This design comes from an exercise in tuning for a short achievable clock period and few clock cycles per item on the open sky130 flow, not from production work. In this exercise RTL edits were held to simulation tests only and were not proved equivalent to the original. The flow treats the clock pin as an ideal source. Dropping or thinning the clock tree relies on that and would not hold on a real chip. Power figures rest on the tool's default switching activity, not on a simulated workload.

## dnp3_rx
module dnp3_rx (
    input  wire        clk,
    input  wire        rst,
    input  wire        cmd_valid,
    output reg         cmd_ready,
    input  wire [8:0]  cmd_len,
    input  wire        in_valid,
    output reg         in_ready,
    input  wire [31:0] in_data,
    output reg         res_valid,
    output reg  [3:0]  res_err,
    output reg  [16:0] res_mask,
    output reg  [6:0]  res_sum,
    output reg  [4:0]  res_nblk,
    output reg  [7:0]  res_len,
    output reg  [7:0]  res_ctrl,
    output reg  [15:0] res_dst,
    output reg  [15:0] res_src
);
Settings: LEC_CHECK=0, ABC_CLOCK_PERIOD_IN_PS=2000, CAP_MARGIN=20, CORE_MARGIN=2, CORE_UTILIZATION=70, PLACE_DENSITY=0.8, SLEW_MARGIN=20, SYNTH_HIERARCHICAL=1; clock period 8.0 ns.
standard.sh (not shown) runs the stock make flow with config.mk's settings and CLKGATE_MAP_FILE= SYNTH_SCRIPT=/design/flow/synth_recipe.tcl, a recipe that flattens the netlist after the stock synthesis.
==> flow/flow/run.sh <==
#!/bin/bash
set -euo pipefail
export SETUP_SLACK_MARGIN=6.0
export POST_CTS_TCL="$PWD/flow/clock_top.tcl"
bash standard.sh > standard.log 2>&1
==> flow/flow/clock_top.tcl <==
# Rebuild the clock tree that CTS made. CTS gives a root buffer, one H-tree
# level of buffers and the leaf buffers that drive the flip-flops, three
# buffers (six inverting stages) on every clock path. Here:
#  - the root and H-tree buffers are replaced by NROOT inverters (inv_16)
#    placed next to the clock port, each driving the leaf stage of one part
#    of the die;
#  - each leaf buffer is replaced, in place, by an inverter (inv_8) that
#    drives the same flip-flop cluster.
# Every flip-flop's clock then passes two inverters, so it keeps its
# polarity; the clusters are kept as CTS made them, so the tree stays
# balanced.
proc rebuild_clock_tree {nroot} {
  set db [ord::get_db]
  set block [ord::get_db_block]
  set clknet [$block findNet clk]
  set mroot [$db findMaster sky130_fd_sc_hd__inv_16]
  set mleaf [$db findMaster sky130_fd_sc_hd__inv_8]

  # walk the buffer tree from the clock port: a buffer that drives a
  # flip-flop is a leaf; one that drives buffers is above the leaves; cells
  # whose output drives nothing are CTS's dummy loads
  set tree {}
  set leaves {}
  set front [list $clknet]
  while {[llength $front]} {
    set next {}
    foreach net $front {
      foreach it [$net getITerms] {
        if {[$it isOutputSignal]} continue
        set inst [$it getInst]
        set on "NULL"
        foreach ot [$inst getITerms] {
          if {[$ot isOutputSignal] && [$ot getNet] ne "NULL"} { set on [$ot getNet] }
        }
        if {$on eq "NULL"} { lappend tree $inst; continue }
        if {![string match "sky130_fd_sc_hd__clkbuf_*" [[$inst getMaster] getName]]} {
          error "clock tree: unexpected cell [$inst getName] in the clock tree"
        }
        set nff 0
        foreach lt [$on getITerms] {
          if {[$lt getInst] == $inst} continue
          if {[string match "*__*df*" [[[$lt getInst] getMaster] getName]]} { incr nff }
        }
        if {$nff > 0} {
          lappend leaves $inst
        } else {
          lappend tree $inst
          lappend next $on
        }
      }
    }
    set front $next
  }
  puts "clock tree: [llength $tree] root/H-tree/dummy buffers, [llength $leaves] leaf buffers"

  # leaf buffers become inverters in the same place, inputs left open for now
  set leafinv {}
  set k 0
  foreach leaf $leaves {
    set on [[$leaf findITerm X] getNet]
    set loc [$leaf getLocation]
    foreach it [$leaf getITerms] { $it disconnect }
    odb::dbInst_destroy $leaf
    set inst [odb::dbInst_create $block $mleaf "clkinv_leaf_${k}_clk"]
    $inst setLocation [lindex $loc 0] [lindex $loc 1]
    $inst setPlacementStatus PLACED
    [$inst findITerm Y] connect $on
    lappend leafinv $inst
    incr k
  }
  foreach inst $tree {
    set nets {}
    foreach it [$inst getITerms] {
      if {[$it getNet] ne "NULL" && [$it isOutputSignal]} { lappend nets [$it getNet] }
      $it disconnect
    }
    odb::dbInst_destroy $inst
    foreach on $nets {
      if {[llength [$on getITerms]] == 0 && [llength [$on getBTerms]] == 0} { odb::dbNet_destroy $on }
    }
  }

  # clock port position, pulled inside the core
  set bt [$block findBTerm clk]
  set bb [$bt getBBox]
  set px [expr {([$bb xMin] + [$bb xMax]) / 2}]
  set py [expr {([$bb yMin] + [$bb yMax]) / 2}]
  set core [$block getCoreArea]
  set px [expr {max([$core xMin], min([$core xMax] - 20000, $px))}]
  set py [expr {max([$core yMin], min([$core yMax] - 5440, $py))}]

  # split the leaves into nroot groups by angle around the die centre
  set die [$block getDieArea]
  set cx [expr {([$die xMin] + [$die xMax]) / 2.0}]
  set cy [expr {([$die yMin] + [$die yMax]) / 2.0}]
  set keyed {}
  foreach leaf $leafinv {
    set b [$leaf getBBox]
    set x [expr {([$b xMin] + [$b xMax]) / 2.0}]
    set y [expr {([$b yMin] + [$b yMax]) / 2.0}]
    lappend keyed [list [expr {atan2($y - $cy, $x - $cx)}] $leaf]
  }
  set keyed [lsort -real -index 0 $keyed]
  set n [llength $keyed]
  for {set r 0} {$r < $nroot} {incr r} {
    set inst [odb::dbInst_create $block $mroot "clkinv_root_${r}_clk"]
    $inst setLocation $px $py
    $inst setPlacementStatus PLACED
    [$inst findITerm A] connect $clknet
    set net [odb::dbNet_create $block "clknet_root_${r}_clk"]
    $net setSigType CLOCK
    [$inst findITerm Y] connect $net
    set lo [expr {($n * $r) / $nroot}]
    set hi [expr {($n * ($r + 1)) / $nroot}]
    for {set i $lo} {$i < $hi} {incr i} {
      [[lindex $keyed $i 1] findITerm A] connect $net
    }
    puts "clock tree: [$inst getName] drives [expr {$hi - $lo}] leaf inverters"
  }
  global_connect
}

# Run as ORFS's POST_CTS_TCL hook, after CTS and its timing repair.
rebuild_clock_tree 4
detailed_placement
check_placement -verbose
estimate_parasitics -placement
report_clock_latency
Testbench counts at the start, summed over its fixed seeds: cycles 12,395, frames 320.
Then changed:
==> flow/flow/run.sh (replaced) <==
#!/bin/bash
set -euo pipefail
export SETUP_SLACK_MARGIN=6.5
export POST_CTS_TCL="$PWD/flow/clock_top.tcl"
bash standard.sh > standard.log 2>&1
After rerunning: Via count is higher by 32%; total power is higher by 16%; wire length is higher by 71%; maximum frequency is lower by 9.0%; cell count is higher by 7.5%; die area does not change; worst hold slack improved by 0.0084 ns.
Then changed:
==> flow/flow/run.sh (replaced) <==
#!/bin/bash
set -euo pipefail
export SETUP_SLACK_MARGIN=6.0
export POST_CTS_TCL="$PWD/flow/clock_top.tcl"
bash standard.sh > standard.log 2>&1
CORE_UTILIZATION = 60   (was 70)
PLACE_DENSITY = 0.7   (was 0.8)
The changed run ran to the end with no violations.
Synthesized cell count is unchanged.
Power went down by about a fifth.
Via count is lower by a quarter to a third.
Hold slack got worse by 0.015 ns.
Wire length is lower by well over a third.
Critical path depth went down by 10.
Final area decreases by roughly a tenth.
Setup slack gets better by 0.21 ns.
Clock skew decreases by 0.012 ns.
Sequential cell count is unchanged.
Global-route usage goes down by 18 points.
Then changed:
--- a/flow/flow/clock_top.tcl
+++ b/flow/flow/clock_top.tcl
@@ -3,6 +3,6 @@
 # buffers (six inverting stages) on every clock path. Here:
-#  - the root and H-tree buffers are replaced by NROOT inverters (inv_16)
+#  - the root and H-tree buffers are replaced by NROOT inverters (inv_12)
 #    placed next to the clock port, each driving the leaf stage of one part
 #    of the die;
-#  - each leaf buffer is replaced, in place, by an inverter (inv_8) that
+#  - each leaf buffer is replaced, in place, by an inverter (inv_6) that
 #    drives the same flip-flop cluster.
@@ -15,4 +15,4 @@
   set clknet [$block findNet clk]
-  set mroot [$db findMaster sky130_fd_sc_hd__inv_16]
-  set mleaf [$db findMaster sky130_fd_sc_hd__inv_8]
+  set mroot [$db findMaster sky130_fd_sc_hd__inv_12]
+  set mleaf [$db findMaster sky130_fd_sc_hd__inv_6]
 
CORE_UTILIZATION = 70   (was 60)
PLACE_DENSITY = 0.8   (was 0.7)
Effect:
- worst hold slack gains 0.0097 ns
- total power is higher by 0.91%
- worst setup slack hardly moves


== 01-10 ==
Another version of the RTL of dnp3_rx (not shown whole).
Size: ~2300 cells after synthesis, ~590 flip-flops.
Settings: LEC_CHECK=0, ABC_CLOCK_PERIOD_IN_PS=300, CAP_MARGIN=20, CORE_MARGIN=2, CORE_UTILIZATION=40, PLACE_DENSITY=0.6, SLEW_MARGIN=20; clock period 8.0 ns.
==> flow/flow/run.sh <==
#!/bin/bash
set -euo pipefail
export SETUP_SLACK_MARGIN=5.6
bash standard.sh > standard.log 2>&1
Testbench counts of 01-10, summed over its fixed seeds: cycles 12,403, frames 320.
Here is what was changed in the inputs of 11-24 compared with 01-10.
Settings: a change of ABC_CLOCK_PERIOD_IN_PS from 300 to 1400.
==> comparison <==
Buffer count excluding the clock tree in the final layout: 11-24 vs 01-10 identical
Reported for 01-10 and 11-24, synthesized cell count turned out identical to the last digit.
Per the comparison of 11-24 with 01-10, worst hold slack flat; transition time at the pin with the least slew margin flat.


Setup of run 1:
dnp3_rx, a different RTL version from the one above (not shown whole).
Size in the first run: ~2,300 cells after synthesis, about 130 I/O pins, roughly 0.028 sq mm of cells after synthesis.
==> flow/config.mk <==
export PLATFORM = sky130hd
export DESIGN_NAME = dnp3_rx
export DESIGN_NICKNAME = dnp3_rx
export VERILOG_FILES = /design/flow/design.v
export SDC_FILE = /design/flow/constraint.sdc
export NUM_CORES = 4
export LEC_CHECK = 0
export ABC_CLOCK_PERIOD_IN_PS = 2000
export CAP_MARGIN = 20
export CORE_MARGIN = 2
export CORE_UTILIZATION = 70
export PLACE_DENSITY = 0.8
export SLEW_MARGIN = 20
export SYNTH_HIERARCHICAL = 1
==> flow/constraint.sdc <==
create_clock -name core_clock -period 8.0 [get_ports {clk}]
set_input_delay 1.6000 -clock core_clock [delete_from_list [all_inputs] [get_ports {clk}]]
set_output_delay 1.6000 -clock core_clock [all_outputs]
set_load 0.01 [all_outputs]
==> flow/flow/run.sh <==
#!/bin/bash
set -euo pipefail
export SETUP_SLACK_MARGIN=6.0
export POST_CTS_TCL="$PWD/flow/clock_top.tcl"
bash standard.sh > standard.log 2>&1
==> flow/flow/clock_top.tcl <==
# Rebuild the top of the clock tree that CTS made. CTS gives a root buffer,
# one H-tree level of buffers and the leaf buffers that drive the flip-flops.
# Here the root and H-tree buffers are replaced by NROOT buffers placed next
# to the clock port, each driving the leaf buffers of one part of the die, so
# every flip-flop's clock passes two buffers instead of three. The leaf
# buffers' flip-flop clusters are kept as CTS made them.
proc rebuild_clock_top {nroot} {
  set db [ord::get_db]
  set block [ord::get_db_block]
  set clknet [$block findNet clk]
  set master [$db findMaster sky130_fd_sc_hd__clkbuf_16]

  # walk the buffer tree from the clock port: a buffer that drives a
  # flip-flop is a leaf; one that drives buffers is above the leaves; cells
  # whose output drives nothing are CTS's dummy loads
  set tree {}
  set leaves {}
  set front [list $clknet]
  while {[llength $front]} {
    set next {}
    foreach net $front {
      foreach it [$net getITerms] {
        if {[$it isOutputSignal]} continue
        set inst [$it getInst]
        set on "NULL"
        foreach ot [$inst getITerms] {
          if {[$ot isOutputSignal] && [$ot getNet] ne "NULL"} { set on [$ot getNet] }
        }
        if {$on eq "NULL"} { lappend tree $inst; continue }
        if {![string match "sky130_fd_sc_hd__clkbuf_*" [[$inst getMaster] getName]]} {
          error "clock top: unexpected cell [$inst getName] in the clock tree"
        }
        set nff 0
        foreach lt [$on getITerms] {
          if {[$lt getInst] == $inst} continue
          if {[string match "*__*df*" [[[$lt getInst] getMaster] getName]]} { incr nff }
        }
        if {$nff > 0} {
          lappend leaves $inst
        } else {
          lappend tree $inst
          lappend next $on
        }
      }
    }
    set front $next
  }
  puts "clock top: [llength $tree] root/H-tree/dummy buffers, [llength $leaves] leaf buffers"

  # leaf buffers' inputs are left unconnected for now
  foreach leaf $leaves { [$leaf findITerm A] disconnect }
  foreach inst $tree {
    set nets {}
    foreach it [$inst getITerms] {
      if {[$it getNet] ne "NULL" && [$it isOutputSignal]} { lappend nets [$it getNet] }
      $it disconnect
    }
    odb::dbInst_destroy $inst
    foreach on $nets {
      if {[llength [$on getITerms]] == 0 && [llength [$on getBTerms]] == 0} { odb::dbNet_destroy $on }
    }
  }

  # clock port position, pulled inside the core
  set bt [$block findBTerm clk]
  set bb [$bt getBBox]
  set px [expr {([$bb xMin] + [$bb xMax]) / 2}]
  set py [expr {([$bb yMin] + [$bb yMax]) / 2}]
  set core [$block getCoreArea]
  set px [expr {max([$core xMin], min([$core xMax] - 20000, $px))}]
  set py [expr {max([$core yMin], min([$core yMax] - 5440, $py))}]

  # split the leaves into nroot groups by angle around the die centre
  set die [$block getDieArea]
  set cx [expr {([$die xMin] + [$die xMax]) / 2.0}]
  set cy [expr {([$die yMin] + [$die yMax]) / 2.0}]
  set keyed {}
  foreach leaf $leaves {
    set b [$leaf getBBox]
    set x [expr {([$b xMin] + [$b xMax]) / 2.0}]
    set y [expr {([$b yMin] + [$b yMax]) / 2.0}]
    lappend keyed [list [expr {atan2($y - $cy, $x - $cx)}] $leaf]
  }
  set keyed [lsort -real -index 0 $keyed]
  set n [llength $keyed]
  for {set r 0} {$r < $nroot} {incr r} {
    set inst [odb::dbInst_create $block $master "clkbuf_root_${r}_clk"]
    $inst setLocation $px $py
    $inst setPlacementStatus PLACED
    [$inst findITerm A] connect $clknet
    set net [odb::dbNet_create $block "clknet_root_${r}_clk"]
    $net setSigType CLOCK
    [$inst findITerm X] connect $net
    set lo [expr {($n * $r) / $nroot}]
    set hi [expr {($n * ($r + 1)) / $nroot}]
    for {set i $lo} {$i < $hi} {incr i} {
      [[lindex $keyed $i 1] findITerm A] connect $net
    }
    puts "clock top: [$inst getName] drives [expr {$hi - $lo}] leaf buffers"
  }
  # a lightly loaded leaf is faster as clkbuf_8, and loads its root less
  set m8 [$db findMaster sky130_fd_sc_hd__clkbuf_8]
  set n8 0
  foreach leaf $leaves {
    set on [[$leaf findITerm X] getNet]
    if {[llength [$on getITerms]] <= 21} { $leaf swapMaster $m8; incr n8 }
  }
  puts "clock top: $n8 leaf buffers resized to clkbuf_8"
  global_connect
}

# Run as ORFS's POST_CTS_TCL hook, after CTS and its timing repair.
rebuild_clock_top 4
detailed_placement
check_placement -verbose
estimate_parasitics -placement
report_clock_latency
Run 1: full flow OK, the timing, design-rule and antenna checks passed
Testbench counts of run 1, summed over its fixed seeds: cycles 12,403, frames 320.
The following lists how run 2 was set up differently from run 1:
- CORE_UTILIZATION: 70 -> 40
- CTS_BUF_LIST: unset -> sky130_fd_sc_hd__clkbuf_8
- PLACE_DENSITY: 0.8 -> 0.6
==> flow/flow/run.sh <==
#!/bin/bash
set -euo pipefail
export SETUP_SLACK_MARGIN=5.6
export POST_CTS_TCL="$PWD/flow/clock_top.tcl"
bash standard.sh > standard.log 2>&1
--- a/flow/flow/clock_top.tcl
+++ b/flow/flow/clock_top.tcl
@@ -5,3 +5,3 @@
 # every flip-flop's clock passes two buffers instead of three. The leaf
-# buffers' flip-flop clusters are kept as CTS made them.
+# buffers and their flip-flop clusters are kept as CTS made them.
 proc rebuild_clock_top {nroot} {
@@ -100,10 +100,2 @@
   }
-  # a lightly loaded leaf is faster as clkbuf_8, and loads its root less
-  set m8 [$db findMaster sky130_fd_sc_hd__clkbuf_8]
-  set n8 0
-  foreach leaf $leaves {
-    set on [[$leaf findITerm X] getNet]
-    if {[llength [$on getITerms]] <= 21} { $leaf swapMaster $m8; incr n8 }
-  }
-  puts "clock top: $n8 leaf buffers resized to clkbuf_8"
   global_connect
Any difference in register area between run 1 and run 2 is small enough to ignore.
Lower portion of total power attributed to the clock network among run 2 and run 1: run 1
Global-route usage ended up 12 points lower on run 2 than on run 1.
Taking run 1 as the reference, in run 2 flip-flop and latch share of the layout cell area now sits lower; total power now sits higher; number of ports placed on the die boundary now sits at about the same level.
Looking at total wire length after detailed routing across both flows, run 2 is the stronger of the two, with run 1 trailing.
Taking run 1 as the reference, in run 2 leakage dissipation picked up an extra 2.2%; portion of total power attributed to combinational logic went down 4.0 points; final hold slack fell 0.0072 ns.
Re sequential cell count: no difference whatsoever between run 2 and run 1.
For run 3, these inputs were changed with respect to run 2:
- removing CTS_BUF_LIST (formerly sky130_fd_sc_hd__clkbuf_8)
- setting CTS_CLUSTER_SIZE to 25 for the first time
- setting CTS_CLUSTER_DIAMETER to 60 for the first time
==> comparison <==
- Re number of top-level pins: no difference whatsoever between run 3 and run 2.
- Run 2 -> run 3: ratio of final minimum period to clock period flat
- Run 3 -> run 2: final critical delay including setup and external delays flat
- Per the comparison of run 3 with run 2, sum of internal, switching and leakage power down about 2.3%, critical path depth level, cell count dropped 93, part of the power in the clock network went down by 1.5 points, aggregate global-route resource usage was more or less identical.
What run 4 does differently from run 3 at the input level:
- a change of PLACE_DENSITY from 0.6 to 0.8
- a change of CORE_UTILIZATION from 40 to 70
- a deleted CTS_CLUSTER_SIZE that had been 25
- a deleted CTS_CLUSTER_DIAMETER that had been 60
==> flow/flow/run.sh <==
#!/bin/bash
set -euo pipefail
export SETUP_SLACK_MARGIN=6.0
export POST_CTS_TCL="$PWD/flow/clock_top.tcl"
bash standard.sh > standard.log 2>&1
--- a/flow/flow/clock_top.tcl
+++ b/flow/flow/clock_top.tcl
@@ -5,3 +5,3 @@
 # every flip-flop's clock passes two buffers instead of three. The leaf
-# buffers and their flip-flop clusters are kept as CTS made them.
+# buffers' flip-flop clusters are kept as CTS made them.
 proc rebuild_clock_top {nroot} {
@@ -100,2 +100,10 @@
   }
+  # a lightly loaded leaf is faster as clkbuf_8, and loads its root less
+  set m8 [$db findMaster sky130_fd_sc_hd__clkbuf_8]
+  set n8 0
+  foreach leaf $leaves {
+    set on [[$leaf findITerm X] getNet]
+    if {[llength [$on getITerms]] <= 21} { $leaf swapMaster $m8; incr n8 }
+  }
+  puts "clock top: $n8 leaf buffers resized to clkbuf_8"
   global_connect
Findings:
- Delta (run 4 minus run 3): width of the die went down by 64 um; average wire length per cell after detail routing went up by about 15%; overall die area went down by 42%; combinational power went up by about 8%.
> inputs changed (run 4 -> run 5)
- swapping 70 for 40 in CORE_UTILIZATION
- swapping 0.8 for 0.6 in PLACE_DENSITY
==> flow/flow/run.sh <==
#!/bin/bash
set -euo pipefail
export SETUP_SLACK_MARGIN=5.6
export POST_CTS_TCL="$PWD/flow/clock_top.tcl"
bash standard.sh > standard.log 2>&1
--- a/flow/flow/clock_top.tcl
+++ b/flow/flow/clock_top.tcl
@@ -5,3 +5,3 @@
 # every flip-flop's clock passes two buffers instead of three. The leaf
-# buffers' flip-flop clusters are kept as CTS made them.
+# buffers and their flip-flop clusters are kept as CTS made them.
 proc rebuild_clock_top {nroot} {
@@ -100,10 +100,2 @@
   }
-  # a lightly loaded leaf is faster as clkbuf_8, and loads its root less
-  set m8 [$db findMaster sky130_fd_sc_hd__clkbuf_8]
-  set n8 0
-  foreach leaf $leaves {
-    set on [[$leaf findITerm X] getNet]
-    if {[llength [$on getITerms]] <= 21} { $leaf swapMaster $m8; incr n8 }
-  }
-  puts "clock top: $n8 leaf buffers resized to clkbuf_8"
   global_connect
Wire length on run 5 is ahead of run 4. Cell row count | run 5 above run 4. The power density normalized to cell area in run 4 is 0.933 times that in run 5. Between run 5 and run 4, it is run 5 whose core utilization is lower, by 34 points. Smallest hold slack, run 5 and run 4: smaller value in run 5.
### run 5 -> run 6
- a change of PLACE_DENSITY from 0.6 to 0.75
- a change of CORE_UTILIZATION from 40 to 65
--- a/flow/flow/clock_top.tcl
+++ b/flow/flow/clock_top.tcl
@@ -5,3 +5,3 @@
 # every flip-flop's clock passes two buffers instead of three. The leaf
-# buffers and their flip-flop clusters are kept as CTS made them.
+# buffers' flip-flop clusters are kept as CTS made them.
 proc rebuild_clock_top {nroot} {
@@ -100,2 +100,10 @@
   }
+  # a lightly loaded leaf is faster as clkbuf_8, and loads its root less
+  set m8 [$db findMaster sky130_fd_sc_hd__clkbuf_8]
+  set n8 0
+  foreach leaf $leaves {
+    set on [[$leaf findITerm X] getNet]
+    if {[llength [$on getITerms]] <= 21} { $leaf swapMaster $m8; incr n8 }
+  }
+  puts "clock top: $n8 leaf buffers resized to clkbuf_8"
   global_connect
--- outcome ---
Run 5 vs run 6, worst setup path startpoint: res_len[6]$_SDFF_PN0_ vs res_ctrl[7]$_SDFF_PN0_. Run 5 → run 6: number of sequential cells level; worst hold margin went down by 0.0031 ns; routed wire length fell 6.6%; sequential share of layout area grew by 1.8 points; average wire per cell in the routed design higher. When the final numbers for run 5 and run 6 were put side by side, the power share of the combinational group turned out to be greater in run 6. Compared run 6 vs run 5, and overall power is down in run 6. Against run 5, run 6 comes in about 2% lower on combinational power.

static timing again, ports no longer ideal:
How much do the figures lean on ideal ports? The routed layouts below were timed once more, with nothing changed but the port constraints.
Step 1 (the two cells are an assumption about what drives the block):
set clk [get_ports {clk}]
set_driving_cell -lib_cell sky130_fd_sc_hd__clkbuf_16 $clk
set_driving_cell -lib_cell sky130_fd_sc_hd__buf_2 [delete_from_list [all_inputs] $clk]
Step 2 also shifts input and output timing later by t, the mid clock arrival at the registers, as if the neighbouring blocks saw the same clock.
Slacks: no drivers / after step 1 / after step 2; pairs: no drivers / after step 1.
run	t (ns)	setup slack, ns	hold slack, ns	worst setup path after step 2	worst register clock-pin slew, ns
the first run of note 1	0.375	5.734 / 5.566 / 5.685	0.331 / 0.331 / 0.331	input to register	0.08 / 0.09
the second run of note 1	0.387	5.510 / 5.509 / 5.509	0.339 / 0.340 / 0.340	register to register	0.10 / 0.10
the third run of note 1	0.374	5.723 / 5.556 / 5.685	0.324 / 0.325 / 0.325	input to register	0.08 / 0.08
the fourth run of note 1	0.346	5.726 / 5.587 / 5.689	0.334 / 0.334 / 0.334	input to register	0.10 / 0.10
01-10	0.670	4.638 / 4.638 / 4.638	0.324 / 0.324 / 0.324	register to register	0.06 / 0.06
11-24	0.670	4.638 / 4.638 / 4.638	0.324 / 0.324 / 0.324	register to register	0.06 / 0.06
run 1	0.445	5.548 / 5.493 / 5.376	0.324 / 0.324 / 0.324	input to register	0.09 / 0.09
run 2	0.499	5.490 / 5.438 / 5.211	0.317 / 0.317 / 0.317	input to register	0.07 / 0.07
run 3	0.484	5.489 / 5.438 / 5.279	0.318 / 0.318 / 0.318	input to register	0.09 / 0.09
run 4	0.445	5.548 / 5.493 / 5.376	0.324 / 0.324 / 0.324	input to register	0.09 / 0.09
run 5	0.514	5.481 / 5.430 / 5.270	0.321 / 0.321 / 0.321	input to register	0.07 / 0.07
run 6	0.447	5.540 / 5.488 / 5.195	0.318 / 0.318 / 0.318	input to register	0.10 / 0.10
After both steps every run listed still meets setup and hold. The setup slack of run 6, which loses most, moves by -0.052 ns with the drivers and by -0.345 ns with both steps.
